Source: an optimization exercise on an open RTL-to-GDS flow (aim: small area, a short achievable clock period and few clock cycles per item). Production flows keep margins and buffers that such runs may drop. Only simulation tests tie the RTL to the original design; equivalence was not proved. Power and IR drop assume default switching activity.

**flow/config.mk**
```make
export PLATFORM = sky130hd
export DESIGN_NAME = bitpacker
export DESIGN_NICKNAME = bitpacker
export VERILOG_FILES = /design/flow/design.v
export SDC_FILE = /design/flow/constraint.sdc
export NUM_CORES = 4
export LEC_CHECK = 0
export ABC_AREA = 1
export CAP_MARGIN = 20
export CORE_MARGIN = 2
export CORE_UTILIZATION = 40
export SLEW_MARGIN = 20
```
**flow/constraint.sdc**
```tcl
create_clock -name core_clock -period 10.0 [get_ports {clk}]
set_input_delay 2.0000 -clock core_clock [delete_from_list [all_inputs] [get_ports {clk}]]
set_output_delay 2.0000 -clock core_clock [all_outputs]
set_load 0.01 [all_outputs]
```
**flow/design.v**
```verilog
module bitpacker (
    input  wire        clk,
    input  wire        rst,           
    input  wire        cmd_valid,
    output wire        cmd_ready,
    input  wire [79:0] cmd_word,
    input  wire        pay_valid,
    output wire        pay_ready,
    input  wire [7:0]  pay_data,
    output reg         rsp_valid,
    output wire [73:0] rsp_word,
    output reg         dst_we,
    output wire [31:0] dst_addr,
    output wire [7:0]  dst_data
);
    localparam [1:0] ST_OK = 2'd0, ST_OVERFLOW = 2'd1, ST_UNDERFLOW = 2'd2,
                     ST_ILLEGAL = 2'd3;
    wire [3:0]  i_opc = cmd_word[79:76];
    wire        i_e   = cmd_word[75];
    wire [2:0]  i_z   = cmd_word[74:72];
    wire [7:0]  i_cnt = cmd_word[71:64];
    wire [31:0] i_dh  = cmd_word[63:32];
    wire [31:0] i_dl  = cmd_word[31:0];
    wire i_z0    = (i_z == 3'd0);
    wire i_dh0   = (i_dh == 32'd0);
    wire i_dl0   = (i_dl == 32'd0);
    wire i_base  = !i_e && i_z0 && (i_cnt == 8'd0);
    wire i_le32  = (i_cnt <= 8'd32);
    wire i_le64  = (i_cnt <= 8'd64);
    wire i_init  = ((i_opc == 4'h1) && i_base && i_dh0) || ((i_opc == 4'h2) && i_base);
    wire i_reset = (i_opc == 4'h3) && i_base && i_dh0 && i_dl0;
    wire i_put   = ((i_opc == 4'h4) && i_z0 && i_le32 && i_dh0) ||
                   ((i_opc == 4'h5) && i_z0 && i_le64);
    wire i_flush = (i_opc == 4'h6) && i_base && i_dh0 && i_dl0;
    wire i_wrb   = (i_opc == 4'h7) && i_base && i_dh0;
    wire i_pos   = (i_opc == 4'h8) && i_base && i_dh0 && i_dl0;
    wire i_rem   = (i_opc == 4'h9) && i_base && i_dh0 && i_dl0;
    wire i_tail  = (i_opc == 4'hA) && i_base && i_dh0 && i_dl0;
    wire i_ill   = !(i_init || i_reset || i_put || i_flush || i_wrb || i_pos || i_rem || i_tail);
    wire       i_big = (i_opc == 4'h5) && !i_le32;
    wire [5:0] i_nhi = (i_cnt[6]) ? 6'd32 : {1'b0, i_cnt[4:0]};    
    wire [5:0] i_n0  = i_big ? (i_e ? 6'd32 : i_nhi) : i_cnt[5:0];
    wire [5:0] i_n1  = i_e ? i_nhi : 6'd32;
    reg [63:0] cache;
    reg [6:0]  fill;
    reg [31:0] index;
    reg [31:0] len;
    reg [32:0] room;
    reg        c_valid;
    reg        c_init, c_reset, c_put, c_flush, c_wrb, c_pos, c_rem, c_tail, c_ill;
    reg        c_e, c_big;
    reg [5:0]  c_n, c_n2;
    reg [31:0] c_dl, c_dh;
    reg [1:0]  c_ph;         
    reg [7:0]  sh;           
    reg [2:0]  fcnt;         
    reg        c_skip;       
    reg [31:0] db;
    reg [1:0]  wcnt;         
    reg        adv;          
    reg [1:0]  st;
    reg        gv0, gv1;
    reg [2:0]  npend;        
    reg [2:0]  nbefore;      
    assign dst_addr = index;
    assign dst_data = db[31:24];
    assign rsp_word = {st, 4'd0, c_dl & {32{gv1}}, c_n[3:0] & {4{gv0}}, c_dh & {32{gv0}}};
    function [31:0] mask32;
        input [5:0] n;
        begin
            mask32 = (n >= 6'd32) ? 32'hFFFF_FFFF : ((32'd1 << n) - 32'd1);
        end
    endfunction
    function [31:0] le32;
        input [5:0]  n;
        input [31:0] v;
        reg   [31:0] m, s, hi, lo;
        reg   [5:0]  a;
        reg   [2:0]  r;
        begin
            m  = v & mask32(n);
            s  = {m[7:0], m[15:8], m[23:16], m[31:24]};
            a  = {n[5:3], 3'b000};
            r  = n[2:0];
            hi = (a == 6'd0) ? 32'd0 : (s >> (6'd32 - a));
            lo = (r == 3'd0) ? 32'd0 : ((s >> (6'd24 - a)) & mask32({3'b000, r}));
            le32 = (hi << r) | lo;
        end
    endfunction
    wire        r_neg  = room[32];
    wire        r_big  = (room[31:4] != 28'd0);
    wire [31:0] ins_v  = (c_big && !c_e) ? c_dh : c_dl;
    wire [31:0] ins_m  = c_e ? le32(c_n, ins_v) : (ins_v & mask32(c_n));
    wire [6:0]  fsum   = fill + {1'b0, c_n};
    wire        drain  = sh[7];
    wire [6:0]  ins_sh = drain ? {2'b00, sh[4:0]} : sh[6:0];
    wire [63:0] ins_c  = (drain ? {cache[31:0], 32'd0} : cache) | ({32'd0, ins_m} << ins_sh);
    wire        dok    = !r_neg && (room[31:2] != 30'd0);    
    wire [3:0]  f8     = fill[6:3];
    wire        fpart  = (fill[2:0] != 3'd0);
    wire [3:0]  c8     = f8 + {3'd0, fpart};
    wire        f_ovf  = r_neg || (!r_big && (room[3:0] < c8));
    wire [3:0]  f_nb   = r_neg ? 4'd0 : (!r_big && room[3:0] < f8) ? room[3:0] : f8;
    wire [1:0]  f_st   = f_ovf ? ST_OVERFLOW : fpart ? ST_UNDERFLOW : ST_OK;
    wire        q_any  = c_pos || c_rem || c_tail;
    wire        q_idx  = c_valid && q_any && !adv;
    wire [3:0]  xi     = q_idx ? f8 : {1'b0, nw_drain, 1'b0, adv};
    wire [32:0] idx_s  = {1'b0, index} + {29'd0, xi};
    wire [3:0]  yr     = q_any ? (c_rem ? c8 : f8) : (p_go && drain) ? 4'd4 : 4'd1;
    wire [32:0] sub    = room - {29'd0, yr};
    wire        s_neg  = sub[32];
    wire [35:0] pos    = {idx_s, fill[2:0]};
    wire [35:0] rem_v  = s_neg ? 36'd0 : {sub, 3'd0 - fill[2:0]};
    wire [31:0] tail_c = s_neg ? len : idx_s[31:0];
    wire [31:0] tail_l = s_neg ? 32'd0 : sub[31:0];
    wire quiet    = (wcnt == 2'd0);
    wire idle_rsp = (npend == 3'd0);
    wire p_go     = c_valid && c_put && (!drain || quiet) && (c_big || npend != 3'd7);
    wire p_ld     = p_go && drain && dok;
    wire p_done   = p_go && !c_big;
    wire nw_drain = p_go && drain && !dok;
    wire g_init   = c_valid && (c_init || c_reset) && quiet && npend != 3'd7;
    wire g_q      = c_valid && (c_pos || c_rem || c_tail || c_ill) && quiet && idle_rsp && !adv;
    wire g_fw     = c_valid && (c_flush || c_wrb) && quiet && idle_rsp;
    wire f_start  = g_fw && (c_ph == 2'd0);
    wire f_move   = (f_start && f_nb != 4'd0) || (g_fw && c_ph == 2'd1);
    wire f_last   = (f_start && f_nb <= 4'd1) || (g_fw && c_ph == 2'd1 && fcnt == 3'd1);
    wire pay_ph   = g_fw && (c_ph == 2'd2);
    wire pay_any  = (c_dl != 32'd0);
    assign pay_ready = pay_ph && pay_any;
    wire take     = pay_ready && pay_valid;
    wire wr_ok    = !r_neg && (room[31:0] != 32'd0);      
    wire w_done   = pay_ph && (!pay_any || (take && c_dl == 32'd1));
    wire fl_done  = c_flush && f_last;
    wire wr_end   = w_done;
    wire triv     = p_done || g_init;
    wire c_done   = p_done || g_init || g_q || (g_fw && (fl_done || w_done));
    wire c_holds  = c_pos || c_rem || c_tail || c_wrb;
    assign cmd_ready = !c_valid ||
                       (c_put && !c_big && (!drain || quiet) && npend != 3'd7) ||
                       ((c_init || c_reset) && quiet && npend != 3'd7) ||
                       (c_ill && quiet && idle_rsp && !adv) ||
                       (c_flush && quiet && idle_rsp && c_ph == 2'd1 && fcnt == 3'd1);
    wire accept   = cmd_valid && cmd_ready;
    wire [6:0] fill_nx = g_init ? 7'd0 :
                         p_go   ? (drain ? fsum - 7'd32 : fsum) :
                         f_move ? fill - 7'd8 : fill;
    wire [5:0] n_nx    = cmd_ready ? i_n0 : (p_go && c_big) ? c_n2 : c_n;
    wire [3:0] tot   = {1'b0, npend} + {3'd0, triv};
    wire       rel   = p_ld ? (npend != 3'd0)
                            : (tot != 4'd0) && (nbefore != 3'd0 || wcnt <= 2'd1);
    always @(posedge clk) begin
        if (rst) begin
            cache   <= 64'd0;
            fill    <= 7'd0;
            sh      <= 8'd64;
            index   <= 32'd0;
            len     <= 32'd0;
            room    <= 33'd0;
            c_valid <= 1'b0;
            c_ph    <= 2'd0;
            wcnt    <= 2'd0;
            adv     <= 1'b0;
            dst_we  <= 1'b0;
            rsp_valid <= 1'b0;
            npend   <= 3'd0;
            nbefore <= 3'd0;
            gv0     <= 1'b0;
            gv1     <= 1'b0;
            st      <= ST_OK;
        end else begin
            sh <= 8'd64 - {1'b0, fill_nx} - {2'b00, n_nx};
            rsp_valid <= 1'b0;
            gv0 <= 1'b0;
            gv1 <= 1'b0;
            npend <= tot[2:0] - {2'd0, rel};
            if (p_ld)
                nbefore <= npend - {2'd0, rel};
            else if (rel && nbefore != 3'd0)
                nbefore <= nbefore - 3'd1;
            if (rel) begin
                rsp_valid <= 1'b1;
                st <= ST_OK;
            end
            adv    <= 1'b0;
            dst_we <= 1'b0;
            if (p_ld) begin
                db     <= cache[63:32];
                wcnt   <= 2'd3;
                adv    <= 1'b1;
                dst_we <= 1'b1;
            end else if (wcnt != 2'd0) begin
                db     <= {db[23:0], 8'd0};
                wcnt   <= wcnt - 2'd1;
                adv    <= 1'b1;
                dst_we <= 1'b1;
            end else if (f_move) begin
                db[31:24] <= cache[63:56];
                adv    <= 1'b1;
                dst_we <= 1'b1;
            end else if (take && !c_skip) begin
                db[31:24] <= pay_data;
                adv    <= 1'b1;
                dst_we <= wr_ok;
            end
            if (!q_idx)
                index <= idx_s[31:0];
            if ((p_go && drain) || f_move || (take && !c_skip))
                room <= sub;
            if (p_go) begin
                cache <= ins_c;
                fill  <= drain ? fsum - 7'd32 : fsum;
                if (c_big) begin
                    c_big <= 1'b0;
                    c_n   <= c_n2;
                    if (c_e)
                        c_dl <= c_dh;
                end
            end
            if (g_init) begin
                cache <= 64'd0;
                fill  <= 7'd0;
                index <= 32'd0;
                if (c_init) begin
                    len  <= c_dl;
                    room <= {1'b0, c_dl};
                end else
                    room <= {1'b0, len};
            end
            if (g_q) begin
                rsp_valid <= 1'b1;
                st  <= c_ill ? ST_ILLEGAL : ST_OK;
                gv0 <= !c_ill;
                gv1 <= c_tail;
                if (c_pos) begin
                    c_dh <= pos[31:0];
                    c_n[3:0] <= pos[35:32];
                end
                if (c_rem) begin
                    c_dh <= rem_v[31:0];
                    c_n[3:0] <= rem_v[35:32];
                end
                if (c_tail) begin
                    c_dh <= tail_c;
                    c_dl <= tail_l;
                    c_n[3:0] <= 4'd0;
                end
            end
            if (f_start) begin
                st <= f_st;
                c_skip <= (f_st != ST_OK);
                fcnt <= f_nb[2:0] - 3'd1;
            end
            if (f_move) begin
                cache <= {cache[55:0], 8'd0};
                fill  <= fill - 7'd8;
                if (!f_start)
                    fcnt <= fcnt - 3'd1;
            end
            if (g_fw && c_ph == 2'd0)
                c_ph <= f_last ? 2'd2 : 2'd1;
            else if (g_fw && c_ph == 2'd1 && fcnt == 3'd1)
                c_ph <= 2'd2;
            if (fl_done) begin
                rsp_valid <= 1'b1;
                if (f_start)
                    st <= f_st;
            end
            if (take) begin
                c_dl <= c_dl - 32'd1;
                if (!c_skip && wr_ok)
                    c_dh <= c_dh + 32'd1;
                if (!c_skip && !wr_ok)
                    st <= ST_OVERFLOW;
            end
            if (w_done) begin
                rsp_valid <= 1'b1;
                gv0 <= 1'b1;
            end
            if (c_done)
                c_valid <= 1'b0;
            if (accept)
                c_valid <= 1'b1;
            if (cmd_ready) begin
                c_init  <= i_init;
                c_reset <= i_reset;
                c_put   <= i_put;
                c_flush <= i_flush;
                c_wrb   <= i_wrb;
                c_pos   <= i_pos;
                c_rem   <= i_rem;
                c_tail  <= i_tail;
                c_ill   <= i_ill;
                c_e     <= i_e;
                c_big   <= i_put && i_big;
                c_n     <= i_n0;
                c_n2    <= i_n1;
                c_dl    <= i_dl;
                c_dh    <= i_dh;
                c_ph    <= 2'd0;
            end
        end
    end
endmodule
```
**flow/flow/run.sh**
```bash
#!/bin/bash
set -euo pipefail
bash standard.sh SETUP_SLACK_MARGIN=5.5 finish > standard.log 2>&1
```
**flow/standard.sh**
```bash
#!/bin/bash
# synth_recipe.tcl (not shown) runs the flow's synth.tcl, then flattens the netlist and writes it again
# the make line also repeats each setting of config.mk as NAME=value (left out here)
make -C /OpenROAD-flow-scripts/flow DESIGN_CONFIG=/design/flow/config.mk WORK_HOME=/design/flow/orfs CLKGATE_MAP_FILE= SYNTH_SCRIPT=/design/flow/synth_recipe.tcl "${@:-finish}"
```
==> results_dict.tcl, run 1 <==
set metrics [dict create \
    status "finished clean" \
    synth_top_area_share_pct 13.7 \
    grt_pass1_wl_microns 200000 \
    synth_cell_types 69 \
    cts_root_buf "clkbuf_16" \
    nets 4869 \
    synthMuxAreaShare_pct 0 \
    synth_xor_area_share_pct 3.15 \
    synth_area_leaders "dfxtp_1 (14%), nand2_1 (14%), edfxtp_1 (13%), nand3_1 (10%), inv_1 (7.1%)" \
    die_h_microns 270 \
    drive_gt1_share_pct 13.8 \
    placed_cell_area_sq_mm 0.0307 \
    syn-cell-area_sq_mm 0.0283 \
    drtIter0Drc 5025 \
    viasPerCell 6.08 \
    synth_compound_gate_area_share_pct 19.6 \
    min_from "len[16]$_SDFFE_PP0P_" \
    worstPathArrival_ns 2.48 \
    synth_top_family_by_area "simple AND/OR/NAND/NOR gates" \
    fin_setup_tns_ns 0 \
    tritoncts "yes" \
    dpl.hpwl_microns 96400 \
    ir_drop_mv 0.178 \
    grt_overflow_total 0 \
    grt_pass1_vias 31000 \
    dp_worst_setup_slack_ns 3.51 \
    wl_microns 138000 \
    grt_use_total_pct 35.7 \
    async_flop_share_pct 0 \
    cap_violations 0 \
    crit_chain "nor4_4 -> nand2_2 -> inv_2 -> nand4_1 -> buf_6 -> or3_4 -> and2_4 -> buf_6" \
    crit_top_cell "buf_6" \
    critPathCaptureType "output pin" \
    synthMostInstantiatedCell "nand2_1" \
    regToRegStartpoint "c_rem$_DFFE_PP_" \
    core_sq_mm 0.0700 \
    place_congestion 1.04 \
    syn_area_per_cell_sq_um 6.25 \
    critPathLaunch "c_dl[19]$_DFFE_PN_" \
    synth_top_cell_by_area "dfxtp_1" \
    worstSetupPathType "flip-flop to output pin" \
    ys_ff_latch 317 \
    setup_viol 0 \
    drc 0 \
    fp-row-count 97 \
    ctsHoldBuffers 0 \
    grt_max_degree 87 \
    p_leak_nw 15.2 \
    io_pins 210 \
    reg2reg_slack_ns 5.60 \
    hold_violations 0 \
    cts.sinks 317 \
    finalCritPeriodShare_pct 44.8 \
    synth_fa_ha_area_share_pct 2.93 \
    layout_setup_ws_ns 5.52 \
    p_per_area_mw_per_mm2 323 \
    hp-class "flip-flop to flip-flop" \
    crit_family "simple AND/OR/NAND/NOR gates" \
    seq_area_frac_synth_pct 26.7 \
    port_buffers 205 \
    synth_edf_count 123 \
    wl_per_cell_microns 24.3 \
    area_growth_pct 23.7 \
    finClkSkew_ns 0.0354 \
    worst_pin_slew_ns 1.14 \
    cts_buffers 37 \
    worst-path-buf-inv 3 \
    total_power_mw 11.3 \
    first_pass_iters 7 \
    start_util_pct 40.5 \
    yosys.area_share.simple_pct 35.5 \
    htreeDepth 2 \
    relSlewSlack_pct 24.0 \
    rsz0062_at_grt "true" \
    antenna_found_initial 3 \
    slowest_stage "edfxtp_1" \
    dieArea_sq_mm 0.0730 \
    final_cells 5683 \
    ant_nets 0 \
    num_vias 34600 \
    cts_buffer_depth 3 \
    crit_fanout 2 \
    placed_cells 5449 \
    fmax_mhz 223 \
    die_w_microns 270 \
    synthCells 4537 \
    ys_warn_count 1 \
    ys_top_cells_by_count "nand2_1 (1,025), nand3_1 (588), inv_1 (533)" \
    cp.required_ns 8.00 \
    slew_violations 0 \
    cts.clk_slew.worst_paths_ns 0.06 \
    synthFlopType "dfxtp_1" \
    period_needed_ns 4.48 \
    start_kind "flip-flop" \
    critPathMaxStageDelay_ns 0.51 \
    clk_latency_ns 0.58 \
    stdcell_area_sq_mm 0.0350 \
]
## tightest hold or removal path: stages (launching register included)
cell and delay, ns:
dfxtp_1 0.31, nand2_1 0.06, a21oi_1 0.05
## through the flow
stage / hold WS, ns / util [%]
5_1_grt: 0.473 / 50.0
3_3_place_gp: 0.449 / 43.9
2_1_floorplan: 0.441 / -
6_report: 0.468 / 50.0
3_5_place_dp: 0.454 / 43.9
4_1_cts: 0.464 / 48.2
## where the power goes
| part | total [mW] | internal [mW] | leakage [nW] | switching, mW |
|---|---|---|---|---|
| Combinational | 7.71 | 2.60 | 11.8 | 5.11 |
| Clock | 1.45 | 0.852 | 0.624 | 0.600 |
| Sequential | 2.16 | 1.72 | 2.78 | 0.435 |
## cells in the final DEF, fill, tap and decap left out, types with 123 or more instances in the layout
cell	count
inv_1	506
o21ai_0	276
a21oi_1	289
clkdlybuf4s50_1	196
nand2_1	999
edfxtp_1	123
buf_4	170
nor2_1	303
dfxtp_1	180
nand3_1	559
## sequential cells by signal (all words and copies together) (netlist names), 2 cells and up, named ones only
name,count
c_n,6
npend,3
st,2
cache,64
c_n2,6
room,33
fill,7
fcnt,2
db,32
len,32
c_dl,32
index,32
sh,8
nbefore,3
wcnt,2
c_dh,32
c_ph,2
## final cells by class
class,instances,area (sq um)
fillers,7140,35000
flip-flops and latches,317,7600
repair inverters,2,10.0
well taps,940,1180
clock buffers,53,1110
repair buffers,423,4370
inverters,560,2170
multi-input cells,3372,18500
diodes,2,5.00
clock inverters,14,158
## cells by family after synthesis
family / Yosys count
AND/OR/NAND/NOR: 2246
AO/OA/AOI/OAI: 956
buffers and inverters: 851
flip-flops: 317
XOR/XNOR: 102
adder cells (fa/ha/maj): 64
other: 1
## routing by layer
metal / vias up / share of wire (%) / track usage [%]
met5: - / 0.017 / 0
met3: 377 / 13 / 9.23
met1: 16100 / 41 / 50.6
met2: 2392 / 40 / 50.8
met4: 4 / 5.2 / 14.6
li1: 15700 / - / -
## path summary, 6_finish.rpt
kind,depth (start not counted),end
setup / recovery,8,pay_ready
hold / removal,2,len[16]$_SDFFE_PP0P_
setup reg to reg,33,c_dh[12]$_DFFE_PN_
hold reg to reg,2,len[16]$_SDFFE_PP0P_
## what timing repair did
action                     4_1_cts  5_1_grt
setup endpoints to repair      263      143
buffers inserted                95       49
gates cloned                    15        5
pin swaps                       57       90
resized for setup              175      220
Testbench counts, summed over its fixed seeds: cycles 55,951, cmds 24,000.
==> run 2, diff against run 1 <==
--- a/flow/config.mk
+++ b/flow/config.mk
@@ -10,3 +10,4 @@
 export CORE_MARGIN = 2
 export CORE_UTILIZATION = 40
 export SLEW_MARGIN = 20
+export TNS_END_PERCENT = 20
==> run 2 against run 1 <==
Worst setup slack got worse by 0.16 ns. Sequential power barely moved. Area after synthesis stayed put. Worst hold slack got worse by 0.00096 ns. Clock skew shrank 0.0065 ns. Cell area shrank 0.12%. Sequential share of layout area is essentially flat. Critical path type is now input port to flip-flop. Critical endpoint is now c_big$_SDFFCE_PN0P_. Largest cell class unchanged.
==> results_dict.tcl, run 2 <==
set metrics [dict create \
    setup_viol 0 \
    num_vias 34200 \
    cts.clk_slew.worst_paths_ns 0.06 \
    filler_cell_count 7232 \
    syn-cell-area_sq_mm 0.0283 \
    placed_cells 5449 \
    multi_input_area_sq_mm 0.0186 \
    start_kind "input port" \
    rsz0062_at_grt "true" \
    worst_pin_slew_ns 1.28 \
    worstSetupPathType "input port to flip-flop" \
    layout_setup_ws_ns 5.36 \
    reg2reg_slack_ns 5.48 \
    regArea_sq_mm 0.00759 \
    cts_root_buf "clkbuf_16" \
    async_flop_share_pct 0 \
    layout_commonest_cell "nand2_1" \
    nets 4874 \
    met1_length_microns 56600 \
    final_cell_mix "nand2_1 (990), nand3_1 (522), inv_1 (510)" \
    htreeDepth 2 \
    antenna_found_initial 5 \
    synth_cell_types 69 \
    status "finished clean" \
    placed_cell_area_sq_mm 0.0307 \
    tritoncts "yes" \
    synth_edf_count 123 \
    regToRegStartpoint "fill[0]$_SDFFE_PP0P_" \
    synth_top_cell_by_area "dfxtp_1" \
    syn_area_per_cell_sq_um 6.25 \
    rr_endpoint "c_dh[26]$_DFFE_PN_" \
    cts.sinks 317 \
    ys_warn_count 1 \
    worst-path-buf-inv 19 \
    die_w_microns 270 \
    drc 0 \
    ir_drop_mv 0.179 \
    hold_violations 0 \
    crit_cells 23 \
    stdcell_area_sq_mm 0.0350 \
    place_congestion 1.06 \
    cp-endpoint "c_big$_SDFFCE_PN0P_" \
    fmax_mhz 216 \
    regMostFlops "cache" \
    relSlewSlack_pct 13.4 \
    slew_violations 0 \
    grt_pass1_vias 30600 \
    synth_top_area_share_pct 13.7 \
    first_pass_iters 10 \
    finalHoldWorstSlack_ns 0.467 \
    finalCritPeriodShare_pct 46.4 \
    grt_overflow_total 0 \
    ant_nets 0 \
    top_layer "met5" \
    crit_family "buffers and inverters" \
    synth_area_leaders "dfxtp_1 (14%), nand2_1 (14%), edfxtp_1 (13%), nand3_1 (10%), inv_1 (7.1%)" \
    io_pins 210 \
    synthFlopType "dfxtp_1" \
    biggestRegsByFlops "cache x64, room x33" \
    cp.required_ns 10.41 \
    dpl.hpwl_microns 95800 \
    area_growth_pct 23.5 \
    hp-class "flip-flop to flip-flop" \
    synthCells 4537 \
    period_needed_ns 4.64 \
    critPathMaxStageDelay_ns 0.52 \
    cts_buffers 39 \
    drtIter0Drc 5109 \
    port_buffers 205 \
    final_cells 5688 \
    wl_met2_microns 54400 \
    ys_top_cells_by_count "nand2_1 (1,025), nand3_1 (588), inv_1 (533)" \
    cap_violations 0 \
    clk_latency_ns 0.58 \
    p_leak_nw 15.2 \
    dp_worst_setup_slack_ns 3.26 \
    fp-row-count 97 \
    seq_area_frac_synth_pct 26.7 \
    min_from "len[16]$_SDFFE_PP0P_" \
    rr_worst_depth 26 \
    crit_fanout 3 \
    grt_pass1_wl_microns 197000 \
    ctsHoldBuffers 0 \
    ys_ff_latch 317 \
    wl_per_cell_microns 23.7 \
    slowest_stage "clkdlybuf4s50_1" \
    total_power_mw 11.1 \
    final_util_pct 50.0 \
    grt_use_total_pct 34.9 \
    grt_max_degree 73 \
    p_per_area_mw_per_mm2 317 \
    critPathCaptureType "flip-flop" \
    largest_reg_flops 64 \
    worstPathArrival_ns 5.04 \
    wl_microns 135000 \
    crit_top_cell "buf_4" \
    crit_chain "clkdlybuf4s50_1 -> o21ai_2 -> nand2_2 -> nand2_2 -> buf_4 -> buf_4 -> buf_4 -> buf_4 -> buf_4 -> buf_4 -> buf_4 -> buf_4 -> buf_4 -> buf_4 -> buf_4 -> buf_4 -> buf_4 -> buf_4 -> buf_4 -> buf_4 -> buf_4 -> buf_4 -> nor3_2" \
    core_sq_mm 0.0700 \
    cts_buffer_depth 3 \
    synthMostInstantiatedCell "nand2_1" \
    fin_setup_tns_ns 0 \
    critPathLaunch "cmd_word[68]" \
    wl_met3_microns 17000 \
    dieArea_sq_mm 0.0730 \
    drive_gt1_share_pct 14.2 \
    die_h_microns 270 \
    start_util_pct 40.5 \
    finClkSkew_ns 0.0288 \
    viasPerCell 6.02 \
]
## run 2: cell counts after synthesis
No cell type changed its count.
## run 2: kinds of logic after synthesis
kind of cell | share of synthesized area [%]
DFF | 26.7
and+or+nand+nor | 35.5
xor gates and xnor gates | 3.15
AOI/OAI and AO/OA | 19.6
buffers and inverters | 12.0
adders and majority gates | 2.93
other | 0.0132
## run 2: repair_timing
item | 4_1_cts | 5_1_grt
setup buffers | 111 | 44
hold endpoints to repair | 0 | 0
gates cloned | 10 | 3
resized for setup | 156 | 255
pin swaps | 49 | 75
setup endpoints to repair | 294 | 164
## run 2: worst register-to-register path, stage by stage, from the launching register on
cell	delay, ns
dfxtp_4	0.37
inv_4	0.08
ha_2	0.17
ha_2	0.17
inv_1	0.05
ha_1	0.19
ha_2	0.32
inv_1	0.05
nand2_1	0.05
o21ai_1	0.07
nor2_2	0.20
inv_1	0.07
ha_1	0.20
a21oi_2	0.15
o21ai_1	0.11
nand2_1	0.13
nand2_2	0.09
nor2_4	0.15
nand4_1	0.20
inv_1	0.15
nand2_2	0.09
nor4_4	0.28
xor2_1	0.14
nand2_1	0.21
o221ai_1	0.16
o31ai_1	0.29
a31oi_1	0.11
## run 2: report_power, final
part	internal [mW]	switching (mW)	total, mW
logic	2.48	5.03	7.51
clock network	0.836	0.609	1.45
registers	1.72	0.427	2.15
total	5.03	6.07	11.1
## run 2: how the worst min path moves through the flow
stage / slack, ns / end / cells after the start
after floorplan: 0.44 / len[12]$_SDFFE_PP0P_ / 2
after global placement: 0.45 / len[16]$_SDFFE_PP0P_ / 2
after detailed placement: 0.46 / len[5]$_SDFFE_PP0P_ / 2
after CTS: 0.46 / len[5]$_SDFFE_PP0P_ / 2
after global routing: 0.48 / len[12]$_SDFFE_PP0P_ / 2
final: 0.47 / len[16]$_SDFFE_PP0P_ / 2
## run 2: area by class of cell
class	count	share of cell area, %
sequential	317	21.7
clock buffer	59	3.35
timing repair inverter	1	0.0143
inverter	560	6.20
tap	940	3.36
multi-input combinational	3373	53.2
antenna	1	0.00715
timing repair buffer	426	11.9
clock inverter	11	0.261
## run 2: layer usage
| metal | global-route usage (%) | up-vias |
|---|---|---|
| met5 | 0 | - |
| met4 | 15.1 | 4 |
| met3 | 9.27 | 357 |
| met2 | 49.1 | 2213 |
| met1 | 49.6 | 16000 |
| li1 | - | 15700 |
==> run 3, diff against run 2 <==
==> flow/flow/run.sh (replaced) <==
#!/bin/bash
set -euo pipefail
bash standard.sh SETUP_SLACK_MARGIN=5.5 'BUFFER_PORTS_ARGS=-buffer_cell sky130_fd_sc_hd__buf_1' finish > standard.log 2>&1
--- a/flow/config.mk
+++ b/flow/config.mk
@@ -8,6 +8,5 @@
 export ABC_AREA = 1
 export CAP_MARGIN = 20
 export CORE_MARGIN = 2
-export CORE_UTILIZATION = 40
+export CORE_UTILIZATION = 50
 export SLEW_MARGIN = 20
-export TNS_END_PERCENT = 20
==> run 3 against run 2 <==
Synthesized cell count did not move. Combinational power shrank 0.8%. Clock skew increased by 0.024 ns. Still clean on timing, DRC and antenna. Global-route usage grew 7.8 points.
==> results_dict.tcl, run 3 <==
set metrics [dict create \
    die_h_microns 242 \
    grt_pass1_wl_microns 193000 \
    setup_viol 0 \
    biggestRegsByFlops "cache x64, room x33" \
    filler_cell_count 5658 \
    rsz0062_at_grt "true" \
    layout_commonest_cell "nand2_1" \
    core_sq_mm 0.0562 \
    synth_top_cell_by_area "dfxtp_1" \
    viasPerCell 6.28 \
    syn-cell-area_sq_mm 0.0283 \
    synthMostInstantiatedCell "nand2_1" \
    status "finished clean" \
    grt_pass1_vias 30800 \
    crit_fanout 4 \
    drive_gt1_share_pct 13.8 \
    reg2reg_slack_ns 5.47 \
    synth_cell_types 69 \
    slew_violations 0 \
    layout_setup_ws_ns 5.47 \
    dpl.hpwl_microns 94600 \
    synth_top_area_share_pct 13.7 \
    htreeDepth 2 \
    critPathMaxStageDelay_ns 0.37 \
    slowest_stage "dfxtp_1" \
    p_leak_nw 14.6 \
    regMostFlops "cache" \
    worst_pin_slew_ns 1.17 \
    antenna_found_initial 4 \
    dp_worst_setup_slack_ns 3.15 \
    synth_area_leaders "dfxtp_1 (14%), nand2_1 (14%), edfxtp_1 (13%), nand3_1 (10%), inv_1 (7.1%)" \
    syn_area_per_cell_sq_um 6.25 \
    drtIter0Drc 5178 \
    ys_top_cells_by_count "nand2_1 (1,025), nand3_1 (588), inv_1 (533)" \
    port_buffers 205 \
    p_comb_share_pct 67.4 \
    cts.clk_slew.worst_paths_ns 0.06 \
    drc 0 \
    cap_violations 0 \
    ys_ff_latch 317 \
    synthFlopType "dfxtp_1" \
    p_sw_share_pct 55.4 \
    p_int_mw 4.93 \
    synthCells 4537 \
    dieArea_sq_mm 0.0586 \
    p_per_area_mw_per_mm2 330 \
    critPathCaptureType "flip-flop" \
    die_w_microns 242 \
    worstSetupPathType "flip-flop to flip-flop" \
    ant_nets 0 \
    ys_warn_count 1 \
    start_util_pct 50.4 \
    clk_latency_ns 0.59 \
    cts_buffer_depth 3 \
    p_switching_mw 6.13 \
    worstPathArrival_ns 4.85 \
    grt_max_degree 94 \
    cts_buffers 40 \
    fp-row-count 87 \
    nets 4857 \
    cts.sinks 317 \
    tritoncts "yes" \
    cts_root_buf "clkbuf_16" \
    synth_edf_count 123 \
    period_needed_ns 4.53 \
    io_pins 210 \
    num_vias 34500 \
    ir_drop_mv 0.179 \
    async_flop_share_pct 0 \
    largest_reg_flops 64 \
    crit_top_cell "buf_4" \
    wl_per_cell_microns 24.4 \
    finClkSkew_ns 0.0526 \
    wl_microns 134000 \
    start_kind "flip-flop" \
    place_congestion 1.06 \
    grt_overflow_total 0 \
    power.share.clock_pct 13.2 \
    first_pass_iters 9 \
    seqPwrFrac_pct 19.4 \
    finalCritPeriodShare_pct 45.3 \
    fmax_mhz 221 \
    hold_violations 0 \
    grt_use_total_pct 42.7 \
    fin_setup_tns_ns 0 \
    hp-class "flip-flop to flip-flop" \
    final_cell_mix "nand2_1 (1,001), nand3_1 (535), inv_1 (504)" \
    area_growth_pct 18.3 \
    cp.required_ns 10.32 \
    seq_area_frac_synth_pct 26.7 \
    relSlewSlack_pct 21.7 \
]
[run 3: cell families after synthesis]
logic type	Yosys count	synth area share (%)
buffers and inverters	851	12.0
DFF	317	26.7
AOI/OAI and AO/OA	956	19.6
xor gates and xnor gates	102	3.15
other	1	0.0132
and+or+nand+nor	2246	35.5
adders and majority gates	64	2.93
[run 3: power groups by stage]
stage | logic (mW) | clock network, mW | registers, mW
4_1_cts | 6.65 | 1.46 | 2.09
2_1_floorplan | 4.43 | 0 | 1.96
3_5_place_dp | 6.19 | 0 | 2.12
5_1_grt | 7.96 | 1.51 | 2.17
6_report | 7.45 | 1.46 | 2.15
3_3_place_gp | 6.19 | 0 | 2.13
[run 3: worst paths after layout]
kind,startpoint,endpoint,cells past startpoint
max,room[7]$_SDFFE_PP0P_,c_dh[12]$_DFFE_PN_,30
min,len[12]$_SDFFE_PP0P_,len[12]$_SDFFE_PP0P_,2
max reg2reg,room[7]$_SDFFE_PP0P_,c_dh[12]$_DFFE_PN_,30
min reg2reg,len[12]$_SDFFE_PP0P_,len[12]$_SDFFE_PP0P_,2
[run 3: stage by stage]
| stage | total power, mW | util (%) | instances | hold slack (ns) | area [sq um] |
|---|---|---|---|---|---|
| floorplan | 6.39 | - | 4540 | 0.441 | 28400 |
| global placement | 8.32 | 52.2 | 5275 | 0.449 | 29300 |
| detailed placement | 8.31 | 52.2 | 5275 | 0.455 | 29300 |
| CTS | 10.2 | 56.8 | 5426 | 0.464 | 31900 |
| global route | 11.6 | 59.7 | 5487 | 0.481 | 33500 |
| finish | 11.1 | 59.7 | 5488 | 0.462 | 33500 |
[run 3: final cells by class]
type                       instances  area [sq um]  share of cell area [%]
clock buffer                      56          1160                    3.48
sequential                       317          7590                    22.6
inverter                         560          2170                    6.47
clock inverter                    16           115                   0.343
timing repair inverter             1          5.00                  0.0149
tap                              756           946                    2.82
multi-input combinational       3375         18600                    55.6
antenna                            1          2.50                 0.00747
timing repair buffer             406          2880                    8.59
[run 3: critical path, delay by kind of cell, from the launching register on]
family | cells | cell delay, ns
and+or+nand+nor | 14 | 1.90
buffers and inverters | 10 | 1.24
adders and majority gates | 1 | 0.24
AOI/OAI and AO/OA | 5 | 0.54
DFF | 1 | 0.37
[run 3: repair_timing]
item	4_1_cts	5_1_grt
gates cloned	9	10
endpoints found under the setup margin	252	138
setup buffers	70	51
gates resized for setup	141	250
pin swaps	38	82
hold buffers	0	0
[run 3: per-layer routing]
layer	track usage [%]	vias up	part of all wire, %
met5	0	-	0.16
met4	22.7	8	6.8
met3	9.59	474	13
met2	62.9	2275	41
met1	58.2	16100	39
li1	-	15700	-
==> run 4, diff against run 3 <==
--- a/flow/design.v
+++ b/flow/design.v
@@ -41,6 +41,8 @@
     wire [5:0] i_nhi = (i_cnt[6]) ? 6'd32 : {1'b0, i_cnt[4:0]};    
     wire [5:0] i_n0  = i_big ? (i_e ? 6'd32 : i_nhi) : i_cnt[5:0];
     wire [5:0] i_n1  = i_e ? i_nhi : 6'd32;
+    wire [31:0] i_ml = (i_put && !i_big) ? mask32(i_cnt[5:0]) : 32'hFFFF_FFFF;
+    wire [31:0] i_mh = (i_put && i_big) ? mask32(i_nhi) : 32'hFFFF_FFFF;
     reg [63:0] cache;
     reg [6:0]  fill;
     reg [31:0] index;
@@ -55,6 +57,7 @@
     reg [7:0]  sh;           
     reg [2:0]  fcnt;         
     reg        c_skip;       
+    reg        pr;           
     reg [31:0] db;
     reg [1:0]  wcnt;         
     reg        adv;          
@@ -78,7 +81,7 @@
         reg   [5:0]  a;
         reg   [2:0]  r;
         begin
-            m  = v & mask32(n);
+            m  = v;              
             s  = {m[7:0], m[15:8], m[23:16], m[31:24]};
             a  = {n[5:3], 3'b000};
             r  = n[2:0];
@@ -90,7 +93,7 @@
     wire        r_neg  = room[32];
     wire        r_big  = (room[31:4] != 28'd0);
     wire [31:0] ins_v  = (c_big && !c_e) ? c_dh : c_dl;
-    wire [31:0] ins_m  = c_e ? le32(c_n, ins_v) : (ins_v & mask32(c_n));
+    wire [31:0] ins_m  = c_e ? le32(c_n, ins_v) : ins_v;
     wire [6:0]  fsum   = fill + {1'b0, c_n};
     wire        drain  = sh[7];
     wire [6:0]  ins_sh = drain ? {2'b00, sh[4:0]} : sh[6:0];
@@ -127,7 +130,7 @@
     wire f_last   = (f_start && f_nb <= 4'd1) || (g_fw && c_ph == 2'd1 && fcnt == 3'd1);
     wire pay_ph   = g_fw && (c_ph == 2'd2);
     wire pay_any  = (c_dl != 32'd0);
-    assign pay_ready = pay_ph && pay_any;
+    assign pay_ready = pr;        
     wire take     = pay_ready && pay_valid;
     wire wr_ok    = !r_neg && (room[31:0] != 32'd0);      
     wire w_done   = pay_ph && (!pay_any || (take && c_dl == 32'd1));
@@ -159,6 +162,7 @@
             room    <= 33'd0;
             c_valid <= 1'b0;
             c_ph    <= 2'd0;
+            pr      <= 1'b0;
             wcnt    <= 2'd0;
             adv     <= 1'b0;
             dst_we  <= 1'b0;
@@ -273,6 +277,8 @@
                 if (!c_skip && !wr_ok)
                     st <= ST_OVERFLOW;
             end
+            pr <= (g_fw && c_wrb && f_last) ? pay_any :
+                  pay_ph ? (take ? (c_dl != 32'd1) : pay_any) : 1'b0;
             if (w_done) begin
                 rsp_valid <= 1'b1;
                 gv0 <= 1'b1;
@@ -295,8 +301,8 @@
                 c_big   <= i_put && i_big;
                 c_n     <= i_n0;
                 c_n2    <= i_n1;
-                c_dl    <= i_dl;
-                c_dh    <= i_dh;
+                c_dl    <= i_dl & i_ml;
+                c_dh    <= i_dh & i_mh;
                 c_ph    <= 2'd0;
             end
         end
==> run 4 against run 3 <==
Cell count is 3.4% higher. Core utilization shrank 2.2 points. Die area up 2.4%. Sequential power rose by 3%. Critical endpoint is now c_dh[4]$_DFFE_PN_. Register-to-register slack gained 0.12 ns. Count of clock-buffer cells in the layout rose by 2. Combinational power down 9.4%. Via count up 4.0%. Sequential share of layout area grew 0.35 points. Power shrank 5.8%. Largest power group unchanged. Still clean on timing, DRC and antenna. Largest cell class unchanged.
==> results_dict.tcl, run 4 <==
set metrics [dict create \
    synth_xor_area_share_pct 2.81 \
    final_cells 5674 \
    worstPathArrival_ns 4.80 \
    num_vias 35900 \
    drc 0 \
    hp-class "flip-flop to flip-flop" \
    synth_edf_count 123 \
    reg2reg_slack_ns 5.59 \
    synth_top_cell_by_area "nand2_1" \
    biggestRegsByFlops "cache x64, room x33" \
    io_pins 210 \
    grt_overflow_total 0 \
    regMostFlops "cache" \
    port_buffers 205 \
    hold_depth 2 \
    critPathCaptureType "flip-flop" \
    syn_area_per_cell_sq_um 6.09 \
    p_leak_nw 14.0 \
    largest_reg_flops 64 \
    place_congestion 1.03 \
    die_w_microns 245 \
    async_flop_share_pct 0 \
    wl_microns 143000 \
    synth_cell_types 67 \
    hold_path_end "len[30]$_SDFFE_PP0P_" \
    regToRegStartpoint "room[26]$_SDFFE_PP0P_" \
    cts.sinks 318 \
    nets 5029 \
    wl_per_cell_microns 25.3 \
    synth_area_leaders "nand2_1 (14%), dfxtp_1 (13%), edfxtp_1 (13%), nand3_1 (12%), inv_1 (7.1%)" \
    layout_setup_ws_ns 5.51 \
    fp-row-count 88 \
    ys_warn_count 1 \
    synthFlopType "dfxtp_1" \
    area_growth_pct 14.0 \
    min_from "len[30]$_SDFFE_PP0P_" \
    dpl.hpwl_microns 106000 \
    dp_worst_setup_slack_ns 3.53 \
    ir_drop_mv 0.304 \
    setup_viol 0 \
    cap_violations 0 \
    synthCells 4766 \
    grt_max_degree 85 \
    cts_root_buf "clkbuf_16" \
    synthMuxAreaShare_pct 0.0388 \
    synth_top_family_by_area "simple AND/OR/NAND/NOR gates" \
    synth_top_area_share_pct 14.0 \
    hold_violations 0 \
    ctsHoldBuffers 0 \
    antenna_found_initial 8 \
    stdcell_area_sq_mm 0.0331 \
    fin_setup_tns_ns 0 \
    rsz0062_at_grt "true" \
    rr_endpoint "sh[6]$_SDFF_PP1_" \
    start_kind "input port" \
    dieArea_sq_mm 0.0600 \
    clk_latency_ns 0.58 \
    drtIter0Drc 5183 \
    htreeDepth 2 \
    cts.clk_slew.worst_paths_ns 0.06 \
    cp.required_ns 10.30 \
    worst_pin_slew_ns 1.11 \
    p_per_area_mw_per_mm2 315 \
    synth_compound_gate_area_share_pct 19.6 \
    viasPerCell 6.32 \
    start_util_pct 50.4 \
    core_sq_mm 0.0576 \
    synthMostInstantiatedCell "nand2_1" \
    ys_ff_latch 318 \
    placed_cell_area_sq_mm 0.0300 \
    first_pass_iters 9 \
    die_h_microns 245 \
    drive_gt1_share_pct 9.47 \
    tritoncts "yes" \
    yosys.area_share.simple_pct 36.2 \
    status "finished clean" \
    crit_fanout 19 \
    seq_area_frac_synth_pct 26.2 \
    grt_pass1_vias 32400 \
    layout_commonest_cell "nand2_1" \
    finClkSkew_ns 0.0293 \
    ys_top_cells_by_count "nand2_1 (1,079), nand3_1 (713), inv_1 (549)" \
    final_cell_mix "nand2_1 (1,061), nand3_1 (708), inv_1 (518)" \
    grt_use_total_pct 45.7 \
    ant_nets 0 \
    rr_worst_depth 31 \
    synth_fa_ha_area_share_pct 2.86 \
    period_needed_ns 4.49 \
    grt_pass1_wl_microns 205000 \
    syn-cell-area_sq_mm 0.0290 \
    fmax_mhz 223 \
    placed_cells 5490 \
    slew_violations 0 \
    final_util_pct 57.5 \
    finalCritPeriodShare_pct 44.9 \
    worstSetupPathType "input port to flip-flop" \
    relSlewSlack_pct 25.2 \
    cts_buffers 38 \
    cts_buffer_depth 3 \
]
[run 4: changes by cell type after synthesis, sizes merged, moves of 16 or more]
cell	change
o21ai	+62
inv	+19
a211oi	-16
nand2	+34
nand3	+99
nor3	+18
[run 4: final cells by class]
type                    instances  area [sq um]
clock buffers                  58          1100
inverters                     581          2290
diodes                          8          20.0
clock inverters                10           131
repair inverters                1          5.00
well taps                     765           957
repair buffers                376          2330
multi-input cells            3557         18600
flip-flops and latches        318          7610
fillers                      6015         24500
[run 4: critical path, cell delays in order]
cell,delay (ns)
buf_12,0.11
clkinv_8,0.05
nand2_4,0.05
nor2_4,0.14
inv_4,0.06
buf_4,0.13
buf_4,0.12
buf_4,0.12
o31ai_1,0.33
nand3_1,0.17
nor3_2,0.14
buf_4,0.26
inv_1,0.20
o21ai_0,0.74
o21ai_0,0.16
[run 4: per-layer routing]
layer | global-route usage (%) | part of all wire (%) | vias up | wire (microns)
met1 | 55.7 | 36 | 16500 | 52200
met4 | 33.1 | 8.6 | 4 | 12300
met3 | 11.7 | 12 | 622 | 17300
li1 | - | - | 16300 | -
met5 | 0 | 0.018 | - | 26
met2 | 69.9 | 43 | 2369 | 61700
[run 4: how the worst max path moves through the flow]
stage | end | slack, ns | from
final | c_dh[4]$_DFFE_PN_ | 5.51 | cmd_word[67]
after global routing | sh[6]$_SDFF_PP1_ | 5.31 | room[26]$_SDFFE_PP0P_
after CTS | c_dh[13]$_DFFE_PN_ | 5.37 | cmd_word[70]
after detailed placement | c_dh[13]$_DFFE_PN_ | 3.53 | wcnt[1]$_SDFFE_PP0N_
after global placement | c_dh[13]$_DFFE_PN_ | 3.78 | wcnt[1]$_SDFFE_PP0N_
after floorplan | sh[7]$_SDFF_PP0_ | 5.46 | cmd_word[65]
[run 4: logic make-up after synthesis]
| kind of cell | count (synthesis) |
|---|---|
| adder cells (fa/ha/maj) | 64 |
| buffers and inverters | 896 |
| AO/OA/AOI/OAI | 988 |
| AND/OR/NAND/NOR | 2405 |
| multiplexers | 1 |
| other | 1 |
| XOR/XNOR | 93 |
| flip-flops | 318 |
[run 4: where the power goes]
group / leakage [nW] / switching (mW) / internal (mW)
clock network: 0.601 / 0.609 / 0.835
logic: 10.6 / 4.69 / 2.07
registers: 2.79 / 0.514 / 1.71
total: 14.0 / 5.81 / 4.61
[run 4: metrics by stage]
stage	hold WS (ns)	power [mW]
3_5_place_dp	0.455	8.08
5_1_grt	0.487	10.9
3_3_place_gp	0.449	8.08
6_report	0.467	10.4
4_1_cts	0.465	9.80
2_1_floorplan	0.441	6.10
[run 4: timing repair]
action | in CTS | in global routing
gates cloned | 5 | 4
buffers inserted | 37 | 62
pin swaps | 25 | 67
resized for setup | 116 | 167
hold endpoints to repair | 0 | 0
endpoints found under the setup margin | 191 | 128
Testbench counts of run 4, summed over its fixed seeds: cycles 55,951, cmds 24,000.
==> run 5, diff against run 4 <==
--- a/flow/config.mk
+++ b/flow/config.mk
@@ -8,5 +8,5 @@
 export ABC_AREA = 1
 export CAP_MARGIN = 20
 export CORE_MARGIN = 2
-export CORE_UTILIZATION = 50
+export CORE_UTILIZATION = 40
 export SLEW_MARGIN = 20
==> run 5 against run 4 <==
Clock skew decreased by 0.00052 ns. Global-route usage fell by 6.2 points. Worst hold slack lost 0.00096 ns. Sequential power about the same. Cell area increased by 2.5%. Core utilization down 10 points. Count of clock-buffer cells in the layout is 1 lower. Routed wire length grew 7.5%. Non-clock buffer count increased by 17. First-iteration DRC count is 0.98% lower. Area after synthesis did not move. Cell count is 3.6% higher. Critical path type unchanged. Critical endpoint is now sh[7]$_SDFF_PP0_.
==> results_dict.tcl, run 5 <==
set metrics [dict create \
    status "finished clean" \
    dieArea_sq_mm 0.0747 \
    start_util_pct 40.5 \
    seq_area_frac_synth_pct 26.2 \
    rsz0062_at_grt "true" \
    cts.clk_slew.worst_paths_ns 0.06 \
    layout_commonest_cell "nand2_1" \
    critPathMaxStageDelay_ns 0.38 \
    io_pins 210 \
    cts.sinks 318 \
    finalCritPeriodShare_pct 45.7 \
    finalHoldWorstSlack_ns 0.466 \
    worstSetupPathType "input port to flip-flop" \
    nets 5048 \
    syn-cell-area_sq_mm 0.0290 \
    slowest_stage "fa_2" \
    start_kind "input port" \
    ctsHoldBuffers 0 \
    clk_latency_ns 0.61 \
    p_per_area_mw_per_mm2 317 \
    synth_area_leaders "nand2_1 (14%), dfxtp_1 (13%), edfxtp_1 (13%), nand3_1 (12%), inv_1 (7.1%)" \
    cp.required_ns 10.44 \
    worstPathArrival_ns 5.01 \
    crit_top_cell "inv_2" \
    drtIter0Drc 5132 \
    grt_max_degree 87 \
    ys_warn_count 1 \
    grt_overflow_total 0 \
    fp-row-count 98 \
    core_sq_mm 0.0716 \
    cap_violations 0 \
    grt_pass1_wl_microns 220000 \
    crit_family "compound AO/OA/AOI/OAI gates" \
    total_power_mw 10.8 \
    port_buffers 205 \
    grt_pass1_vias 32900 \
    wl_microns 154000 \
    synthFlopType "dfxtp_1" \
    viasPerCell 6.15 \
    period_needed_ns 4.57 \
    grt_use_total_pct 39.4 \
    crit_chain "buf_8 -> inv_8 -> nand2_8 -> nor2_4 -> inv_4 -> o21ai_4 -> nand2_2 -> inv_2 -> nor2_4 -> inv_2 -> a21oi_4 -> buf_12 -> nor3_4 -> a21o_1 -> ha_4 -> inv_2 -> ha_4 -> inv_2 -> fa_2 -> o31ai_4 -> a21oi_2 -> nor2_2 -> nor3_2" \
    ant_nets 0 \
    synthCells 4766 \
    slew_violations 0 \
    filler_cell_count 7604 \
    critPathCaptureType "flip-flop" \
    ys_ff_latch 318 \
    relSlewSlack_pct 26.3 \
    async_flop_share_pct 0 \
    worst_pin_slew_ns 1.11 \
    regMostFlops "cache" \
    synth_cell_types 67 \
    finClkSkew_ns 0.0288 \
    synth_top_area_share_pct 14.0 \
    fmax_mhz 219 \
    synth_edf_count 123 \
    setup_viol 0 \
    ir_drop_mv 0.179 \
    crit_fanout 6 \
    crit_cells 23 \
    drive_gt1_share_pct 10.3 \
    worst-path-buf-inv 8 \
    tritoncts "yes" \
    final_cell_mix "nand2_1 (1,056), nand3_1 (708), inv_1 (518)" \
    hp-class "flip-flop to flip-flop" \
    regArea_sq_mm 0.00761 \
    synth_top_cell_by_area "nand2_1" \
    multi_input_area_sq_mm 0.0188 \
    cts_buffers 41 \
    wl_per_cell_microns 26.2 \
    drc 0 \
    ys_top_cells_by_count "nand2_1 (1,079), nand3_1 (713), inv_1 (549)" \
    num_vias 36200 \
    largest_reg_flops 64 \
    die_h_microns 273 \
    hold_depth 2 \
    syn_area_per_cell_sq_um 6.09 \
    rr_worst_depth 27 \
    p_leak_nw 14.3 \
    die_w_microns 273 \
    hold_violations 0 \
    biggestRegsByFlops "cache x64, room x33" \
    place_congestion 1.04 \
    synthMostInstantiatedCell "nand2_1" \
    antenna_found_initial 11 \
    area_growth_pct 16.9 \
    cts_buffer_depth 3 \
    htreeDepth 2 \
    cts_root_buf "clkbuf_16" \
    dpl.hpwl_microns 112000 \
    fin_setup_tns_ns 0 \
    first_pass_iters 7 \
]
## run 5: cell counts after synthesis
Identical to the previous run, type by type.
## run 5: stage by stage
step | cells | setup WS (ns) | utilization (%) | instance area (sq um)
after floorplan | 4769 | 5.46 | - | 29100
after global placement | 5683 | 3.60 | 42.3 | 30300
after detailed placement | 5683 | 3.64 | 42.3 | 30300
after CTS | 5803 | 5.49 | 45.5 | 32600
after global routing | 5876 | 5.34 | 47.3 | 33900
final | 5880 | 5.43 | 47.4 | 33900
## run 5: cell families after synthesis
| group | Yosys count | synth area share, % |
|---|---|---|
| muxes | 1 | 0.0388 |
| xor gates and xnor gates | 93 | 2.81 |
| AOI/OAI and AO/OA | 988 | 19.6 |
| and+or+nand+nor | 2405 | 36.2 |
| buffers and inverters | 896 | 12.3 |
| other | 1 | 0.0129 |
| adders and majority gates | 64 | 2.86 |
| DFF | 318 | 26.2 |
## run 5: final timing paths
| kind | startpoint | endpoint | slack (ns) |
|---|---|---|---|
| setup / recovery | cmd_word[64] | sh[7]$_SDFF_PP0_ | 5.43 |
| hold / removal | cache[7]$_SDFFE_PP0N_ | cache[7]$_SDFFE_PP0N_ | 0.47 |
| setup reg to reg | c_rem$_DFFE_PP_ | c_dl[25]$_DFFE_PN_ | 5.44 |
| hold reg to reg | cache[7]$_SDFFE_PP0N_ | cache[7]$_SDFFE_PP0N_ | 0.47 |
## run 5: metal layers
metal / part of all wire [%] / wire length, microns / up-vias / global-route usage [%]
met5: 0.11 / 175 / - / 1.03
met2: 43 / 66100 / 2229 / 59.8
met3: 11 / 17300 / 630 / 12.0
met4: 8.4 / 12900 / 14 / 27.8
li1: - / - / 16400 / -
met1: 37 / 57600 / 16900 / 47.5
## run 5: tightest hold or removal path: stages, from the launching register on
cell,delay (ns)
dfxtp_1,0.31
nand2_1,0.06
a21oi_1,0.05
## run 5: area by class of cell
type | instances | share of cell area, %
flip-flops and latches | 318 | 22.4
diodes | 5 | 0.0369
repair buffers | 393 | 7.88
clock buffers | 57 | 3.56
clock inverters | 19 | 0.505
inverters | 581 | 6.69
repair inverters | 1 | 0.0148
multi-input cells | 3556 | 55.4
well taps | 950 | 3.50
## run 5: timing repair
| action | CTS | global route |
|---|---|---|
| buffers inserted | 37 | 67 |
| endpoints found under the setup margin | 189 | 130 |
| resized for setup | 136 | 183 |
| gates cloned | 7 | 5 |
| pin swaps | 23 | 69 |
## run 5: report_power, final
group | internal (mW) | total [mW] | switching (mW)
clock network | 0.880 | 1.55 | 0.669
logic | 2.17 | 7.02 | 4.85
registers | 1.71 | 2.20 | 0.489
total | 4.75 | 10.8 | 6.01
==> run 6, diff against run 5 <==
--- a/flow/config.mk
+++ b/flow/config.mk
@@ -8,5 +8,5 @@
 export ABC_AREA = 1
 export CAP_MARGIN = 20
 export CORE_MARGIN = 2
-export CORE_UTILIZATION = 40
+export CORE_UTILIZATION = 58
 export SLEW_MARGIN = 20
==> run 6 against run 5 <==
Still clean on timing, DRC and antenna. Cell count is 5.0% lower. Sequential power hardly changed. Cell area is 1.3% lower. Die area is 31% lower. Maximum frequency is 1.4% higher. Count of clock-buffer cells in the layout is 5 lower. Largest power group unchanged.
==> results_dict.tcl, run 6 <==
set metrics [dict create \
    synth_compound_gate_area_share_pct 19.6 \
    rsz0062_at_grt "true" \
    num_vias 37500 \
    worstSetupPathType "input port to flip-flop" \
    cap_violations 0 \
    grt_overflow_total 0 \
    start_util_pct 59.0 \
    core_sq_mm 0.0492 \
    syn_area_per_cell_sq_um 6.09 \
    p_leak_nw 14.2 \
    io_pins 210 \
    die_h_microns 228 \
    cts_root_buf "clkbuf_16" \
    grt_use_total_pct 52.3 \
    nets 5048 \
    async_flop_share_pct 0 \
    final_cells 5588 \
    antenna_found_initial 7 \
    regMostFlops "cache" \
    total_power_mw 10.8 \
    p_per_area_mw_per_mm2 322 \
    clk_latency_ns 0.59 \
    critPathCaptureType "flip-flop" \
    placed_cells 5385 \
    cp.required_ns 10.49 \
    yosys.area_share.simple_pct 36.2 \
    status "finished clean" \
    synthMostInstantiatedCell "nand2_1" \
    dpl.hpwl_microns 102000 \
    synth_edf_count 123 \
    ant_nets 0 \
    largest_reg_flops 64 \
    grt_max_degree 85 \
    worstPathArrival_ns 5.00 \
    fin_setup_tns_ns 0 \
    die_w_microns 228 \
    port_buffers 205 \
    cts.clk_slew.worst_paths_ns 0.06 \
    ys_warn_count 1 \
    finClkSkew_ns 0.0159 \
    cts_buffer_depth 3 \
    ys_top_cells_by_count "nand2_1 (1,079), nand3_1 (713), inv_1 (549)" \
    layout_commonest_cell "nand2_1" \
    tritoncts "yes" \
    wl_per_cell_microns 25.5 \
    drc 0 \
    slew_violations 0 \
    syn-cell-area_sq_mm 0.0290 \
    synth_area_leaders "nand2_1 (14%), dfxtp_1 (13%), edfxtp_1 (13%), nand3_1 (12%), inv_1 (7.1%)" \
    start_kind "input port" \
    cts.sinks 318 \
    fmax_mhz 222 \
    crit_fanout 5 \
    grt_pass1_vias 33000 \
    fp-row-count 81 \
    relSlewSlack_pct 24.6 \
    wl_microns 142000 \
    ir_drop_mv 0.346 \
    period_needed_ns 4.51 \
    drive_gt1_share_pct 10.4 \
    synth_xor_area_share_pct 2.81 \
    finalCritPeriodShare_pct 45.1 \
    first_pass_iters 12 \
    area_growth_pct 15.4 \
    synth_top_family_by_area "simple AND/OR/NAND/NOR gates" \
    hold_violations 0 \
    grt_pass1_wl_microns 202000 \
    setup_viol 0 \
    synthMuxAreaShare_pct 0.0388 \
    place_congestion 1.12 \
    ctsHoldBuffers 0 \
    synthFlopType "dfxtp_1" \
    synth_top_cell_by_area "nand2_1" \
    cts_buffers 38 \
    synth_top_area_share_pct 14.0 \
    synth_fa_ha_area_share_pct 2.86 \
    synthCells 4766 \
    hp-class "flip-flop to flip-flop" \
    viasPerCell 6.71 \
    ys_ff_latch 318 \
    biggestRegsByFlops "cache x64, room x33" \
    worst_pin_slew_ns 1.12 \
    synth_cell_types 67 \
    final_cell_mix "nand2_1 (1,064), nand3_1 (707), inv_1 (520)" \
    dieArea_sq_mm 0.0518 \
    drtIter0Drc 6321 \
    htreeDepth 2 \
    filler_cell_count 4431 \
    seq_area_frac_synth_pct 26.2 \
]
## run 6: cell counts after synthesis
No cell type changed its count.
## run 6: final cells by class
type | count | area (sq um) | area share (%)
Clock buffer | 52 | 1050 | 3.14
Multi-Input combinational cell | 3555 | 18800 | 56.1
Sequential cell | 318 | 7620 | 22.7
Antenna cell | 3 | 7.51 | 0.0224
Inverter | 581 | 2320 | 6.93
Timing Repair inverter | 1 | 5.00 | 0.0149
Timing Repair Buffer | 397 | 2670 | 7.98
Clock inverter | 17 | 189 | 0.564
Tap cell | 664 | 831 | 2.48
## run 6: cells by family (layout without fill, tap and decap cells)
group           after synthesis  in the layout
simple gates               2405           2405
compound gates              988            988
buf+inv                     896           1048
other cells                   1              7
fa+ha+maj                    64             64
mux                           1              1
flops                       318            318
xor+xnor                     93             93
## run 6: critical path: stages
cell	delay, ns
buf_2	0.10
inv_2	0.05
nor2_4	0.11
inv_1	0.07
nor3_2	0.21
inv_2	0.09
nor2_4	0.15
inv_4	0.07
a21oi_4	0.26
buf_4	0.19
buf_12	0.11
nor3_4	0.04
a21oi_4	0.25
ha_1	0.32
ha_4	0.28
a21oi_4	0.14
o31ai_4	0.10
a21oi_2	0.17
nor2_1	0.07
nor3_2	0.20
## run 6: repair_timing
item / 4_1_cts / 5_1_grt
pin swaps: 20 / 76
endpoints found under the setup margin: 196 / 154
buffers inserted: 40 / 79
hold endpoints to repair: 0 / 0
resized for setup: 129 / 206
cloned: 6 / 6
## run 6: metrics by stage
stage | setup slack (ns) | utilization (%) | cell area [sq um] | hold slack (ns)
final | 5.49 | 68.1 | 33500 | 0.463
after global routing | 5.37 | 68.1 | 33500 | 0.481
after CTS | 5.49 | 65.0 | 32000 | 0.464
after global placement | 3.74 | 60.6 | 29800 | 0.450
after detailed placement | 3.54 | 60.6 | 29800 | 0.454
after floorplan | 5.46 | - | 29100 | 0.441
## run 6: final timing paths
check | cells after the start | end | slack (ns) | from
setup / recovery | 20 | sh[7]$_SDFF_PP0_ | 5.49 | cmd_word[78]
hold / removal | 2 | len[25]$_SDFFE_PP0P_ | 0.46 | len[25]$_SDFFE_PP0P_
setup reg to reg | 27 | c_dh[16]$_DFFE_PN_ | 5.49 | fill[0]$_SDFFE_PP0P_
hold reg to reg | 2 | len[25]$_SDFFE_PP0P_ | 0.46 | len[25]$_SDFFE_PP0P_
## run 6: routing by layer
metal | up-vias | routed length [microns] | share of wire, % | GRT usage, %
met2 | 3302 | 58300 | 41 | 77.4
li1 | 16400 | - | - | -
met1 | 16800 | 47300 | 33 | 61.3
met4 | 8 | 15100 | 11 | 43.4
met5 | - | 97 | 0.068 | 0
met3 | 947 | 21700 | 15 | 18.0
## run 6: where the power goes
part | internal, mW | switching (mW) | leakage [nW] | total (mW)
Sequential | 1.71 | 0.504 | 2.79 | 2.21
Clock | 0.820 | 0.616 | 0.606 | 1.44
Combinational | 2.21 | 4.91 | 10.9 | 7.12
==> run 7, diff against run 6 <==
--- a/flow/config.mk
+++ b/flow/config.mk
@@ -8,5 +8,5 @@
 export ABC_AREA = 1
 export CAP_MARGIN = 20
 export CORE_MARGIN = 2
-export CORE_UTILIZATION = 58
+export CORE_UTILIZATION = 45
 export SLEW_MARGIN = 20
==> run 7 against run 6 <==
Largest cell class unchanged. Still clean. Count of clock-buffer cells in the layout is 3 higher. Clock skew is 0.0057 ns higher. Non-clock buffer count is 24 lower. Cell area shrank 0.10%. Largest power group unchanged. Critical path depth fell by 4.
==> results_dict.tcl, run 7 <==
set metrics [dict create \
    final_util_pct 52.2 \
    synthFlopType "dfxtp_1" \
    p_leak_nw 14.2 \
    dieArea_sq_mm 0.0665 \
    cp.required_ns 10.45 \
    synth_edf_count 123 \
    start_util_pct 45.3 \
    reg2reg_slack_ns 5.39 \
    synth_area_leaders "nand2_1 (14%), dfxtp_1 (13%), edfxtp_1 (13%), nand3_1 (12%), inv_1 (7.1%)" \
    worst-path-buf-inv 5 \
    fin_setup_tns_ns 0 \
    synth_cell_types 67 \
    synth_top_cell_by_area "nand2_1" \
    grt_pass1_wl_microns 214000 \
    drc 0 \
    biggestRegsByFlops "cache x64, room x33" \
    relSlewSlack_pct 25.8 \
    ctsHoldBuffers 0 \
    slew_violations 0 \
    start_kind "flip-flop" \
    grt_overflow_total 0 \
    final_cell_mix "nand2_1 (1,064), nand3_1 (709), inv_1 (521)" \
    antenna_found_initial 10 \
    status "finished clean" \
    stdcell_area_sq_mm 0.0334 \
    num_vias 35900 \
    cts.clk_slew.worst_paths_ns 0.06 \
    worst_pin_slew_ns 1.11 \
    critPathMaxStageDelay_ns 0.56 \
    die_h_microns 258 \
    wl_per_cell_microns 26.1 \
    crit_top_cell "nand2_1" \
    ant_nets 0 \
    crit_fanout 24 \
    ys_warn_count 1 \
    placed_cell_area_sq_mm 0.0301 \
    cap_violations 0 \
    layout_commonest_cell "nand2_1" \
    slowest_stage "nor3_2" \
    grt_pass1_vias 32500 \
    placed_cells 5589 \
    final_cells 5762 \
    cts_buffer_depth 3 \
    worstSetupPathType "flip-flop to flip-flop" \
    largest_reg_flops 64 \
    htreeDepth 2 \
    die_w_microns 258 \
    dpl.hpwl_microns 111000 \
    area_growth_pct 15.2 \
    total_power_mw 10.9 \
    wl_microns 150000 \
    place_congestion 1.04 \
    finClkSkew_ns 0.0216 \
    synthCells 4766 \
    hold_violations 0 \
    ir_drop_mv 0.233 \
    io_pins 210 \
    crit_family "simple AND/OR/NAND/NOR gates" \
    dp_worst_setup_slack_ns 3.64 \
    tritoncts "yes" \
    async_flop_share_pct 0 \
    cts_buffers 40 \
    grt_use_total_pct 43.1 \
    setup_viol 0 \
    port_buffers 205 \
    finalCritPeriodShare_pct 46.1 \
    layout_setup_ws_ns 5.39 \
    core_sq_mm 0.0641 \
    synth_top_area_share_pct 14.0 \
    first_pass_iters 9 \
    drtIter0Drc 4984 \
    fmax_mhz 217 \
    syn-cell-area_sq_mm 0.0290 \
    finalHoldWorstSlack_ns 0.463 \
    viasPerCell 6.24 \
    critPathCaptureType "flip-flop" \
    clk_latency_ns 0.59 \
    regMostFlops "cache" \
    nets 5029 \
    ys_top_cells_by_count "nand2_1 (1,079), nand3_1 (713), inv_1 (549)" \
    crit_chain "inv_2 -> ha_4 -> buf_4 -> nand2_1 -> nor3_2 -> inv_1 -> nor2_4 -> nor2_2 -> buf_4 -> nor2_2 -> inv_1 -> a21oi_1 -> nand2_1 -> o2111ai_1 -> o311ai_0 -> nand2_1" \
    synthMostInstantiatedCell "nand2_1" \
    seq_area_frac_synth_pct 26.2 \
    fp-row-count 93 \
    grt_max_degree 87 \
    syn_area_per_cell_sq_um 6.09 \
    cts_root_buf "clkbuf_16" \
    cts.sinks 318 \
    p_per_area_mw_per_mm2 327 \
    rsz0062_at_grt "true" \
    drive_gt1_share_pct 9.69 \
    period_needed_ns 4.61 \
    ys_ff_latch 318 \
    worstPathArrival_ns 5.06 \
    hp-class "flip-flop to flip-flop" \
]
-- run 7: changes by cell type in the layout (fill, tap and decap cells not counted), moves of 6 or more --
cell | previous run | this run
clkbuf_8 | 2 | 8
dfxtp_1 | 184 | 190
o21ai_1 | 24 | 30
inv_2 | 26 | 32
buf_4 | 163 | 145
-- run 7: path summary, 6_finish.rpt --
check	start	to	depth (start not counted)
min	len[25]$_SDFFE_PP0P_	len[25]$_SDFFE_PP0P_	2
min reg2reg	len[25]$_SDFFE_PP0P_	len[25]$_SDFFE_PP0P_	2
max	wcnt[0]$_SDFFE_PP0N_	c_dh[22]$_DFFE_PN_	16
max reg2reg	wcnt[0]$_SDFFE_PP0N_	c_dh[22]$_DFFE_PN_	16
-- run 7: repair_timing --
action,CTS,global route
resized for setup,139,153
pin swaps,22,56
endpoints found under the setup margin,200,132
buffers inserted,25,59
cloned,6,7
-- run 7: where the power goes --
group / internal [mW] / leakage (nW) / switching (mW)
logic: 2.20 / 10.7 / 4.96
registers: 1.71 / 2.79 / 0.479
clock network: 0.948 / 0.692 / 0.630
total: 4.86 / 14.2 / 6.07
-- run 7: logic make-up after synthesis --
logic type	after synthesis	share of synthesized area [%]
muxes	1	0.0388
and+or+nand+nor	2405	36.2
AOI/OAI and AO/OA	988	19.6
other	1	0.0129
xor gates and xnor gates	93	2.81
DFF	318	26.2
adders and majority gates	64	2.86
buffers and inverters	896	12.3
-- run 7: routing by layer --
metal / track usage, % / up-vias / wire length (microns)
met5: 0 / - / 28
met4: 32.1 / 4 / 13800
met3: 10.4 / 657 / 17500
met2: 66.5 / 2352 / 64800
met1: 52.1 / 16600 / 54200
li1: - / 16300 / -
-- run 7: worst reg2reg max path: cells and delay by family, from the launching register on --
family          cells  cell delay (ns)
buf+inv             5             1.25
fa+ha+maj           1             0.15
simple gates        7             2.09
compound gates      3             0.68
flops               1             0.34
-- run 7: final cells by class --
type | count | area [sq um]
antenna | 3 | 7.51
clock buffer | 55 | 1170
clock inverter | 18 | 224
fill | 6834 | 30700
inverter | 581 | 2260
multi-input combinational | 3557 | 18700
sequential | 318 | 7610
tap | 855 | 1070
timing repair buffer | 373 | 2400
timing repair inverter | 2 | 13.8

==> separate check: timing with driven ports <==
No port has a modelled driver above. Below, the same layouts with a new extraction and two added sets of constraints. Step 1 (the two cells are an assumption about what drives the block):
set clk [get_ports {clk}]
set_driving_cell -lib_cell sky130_fd_sc_hd__clkbuf_16 $clk
set_driving_cell -lib_cell sky130_fd_sc_hd__buf_2 [delete_from_list [all_inputs] $clk]
Step 2 times the ports against the registers' clock, not the clock port: input delays grow and output delays shrink by t, the midpoint of the rising clock arrivals with the driver on. a / b / c = ideal / step 1 / step 2; a / b = the first two.
| run | t (ns) | slack for setup (ns) | worst setup path after step 2 |
|---|---|---|---|
| run 1 | 0.615 | 5.522 / 5.465 / 4.990 | input to register |
| run 2 | 0.625 | 5.365 / 5.312 / 4.776 | input to register |
| run 3 | 0.630 | 5.471 / 5.410 / 4.979 | input to register |
| run 4 | 0.635 | 5.506 / 5.523 / 4.891 | input to register |
| run 5 | 0.665 | 5.426 / 5.439 / 4.791 | input to register |
| run 6 | 0.647 | 5.490 / 5.494 / 4.888 | input to register |
| run 7 | 0.638 | 5.388 / 5.388 / 4.802 | input to register |
After both steps setup and hold are still met in every run listed. For run 5, which loses most, drivers alone change the setup slack by +0.013 ns; drivers and shift together by -0.635 ns.
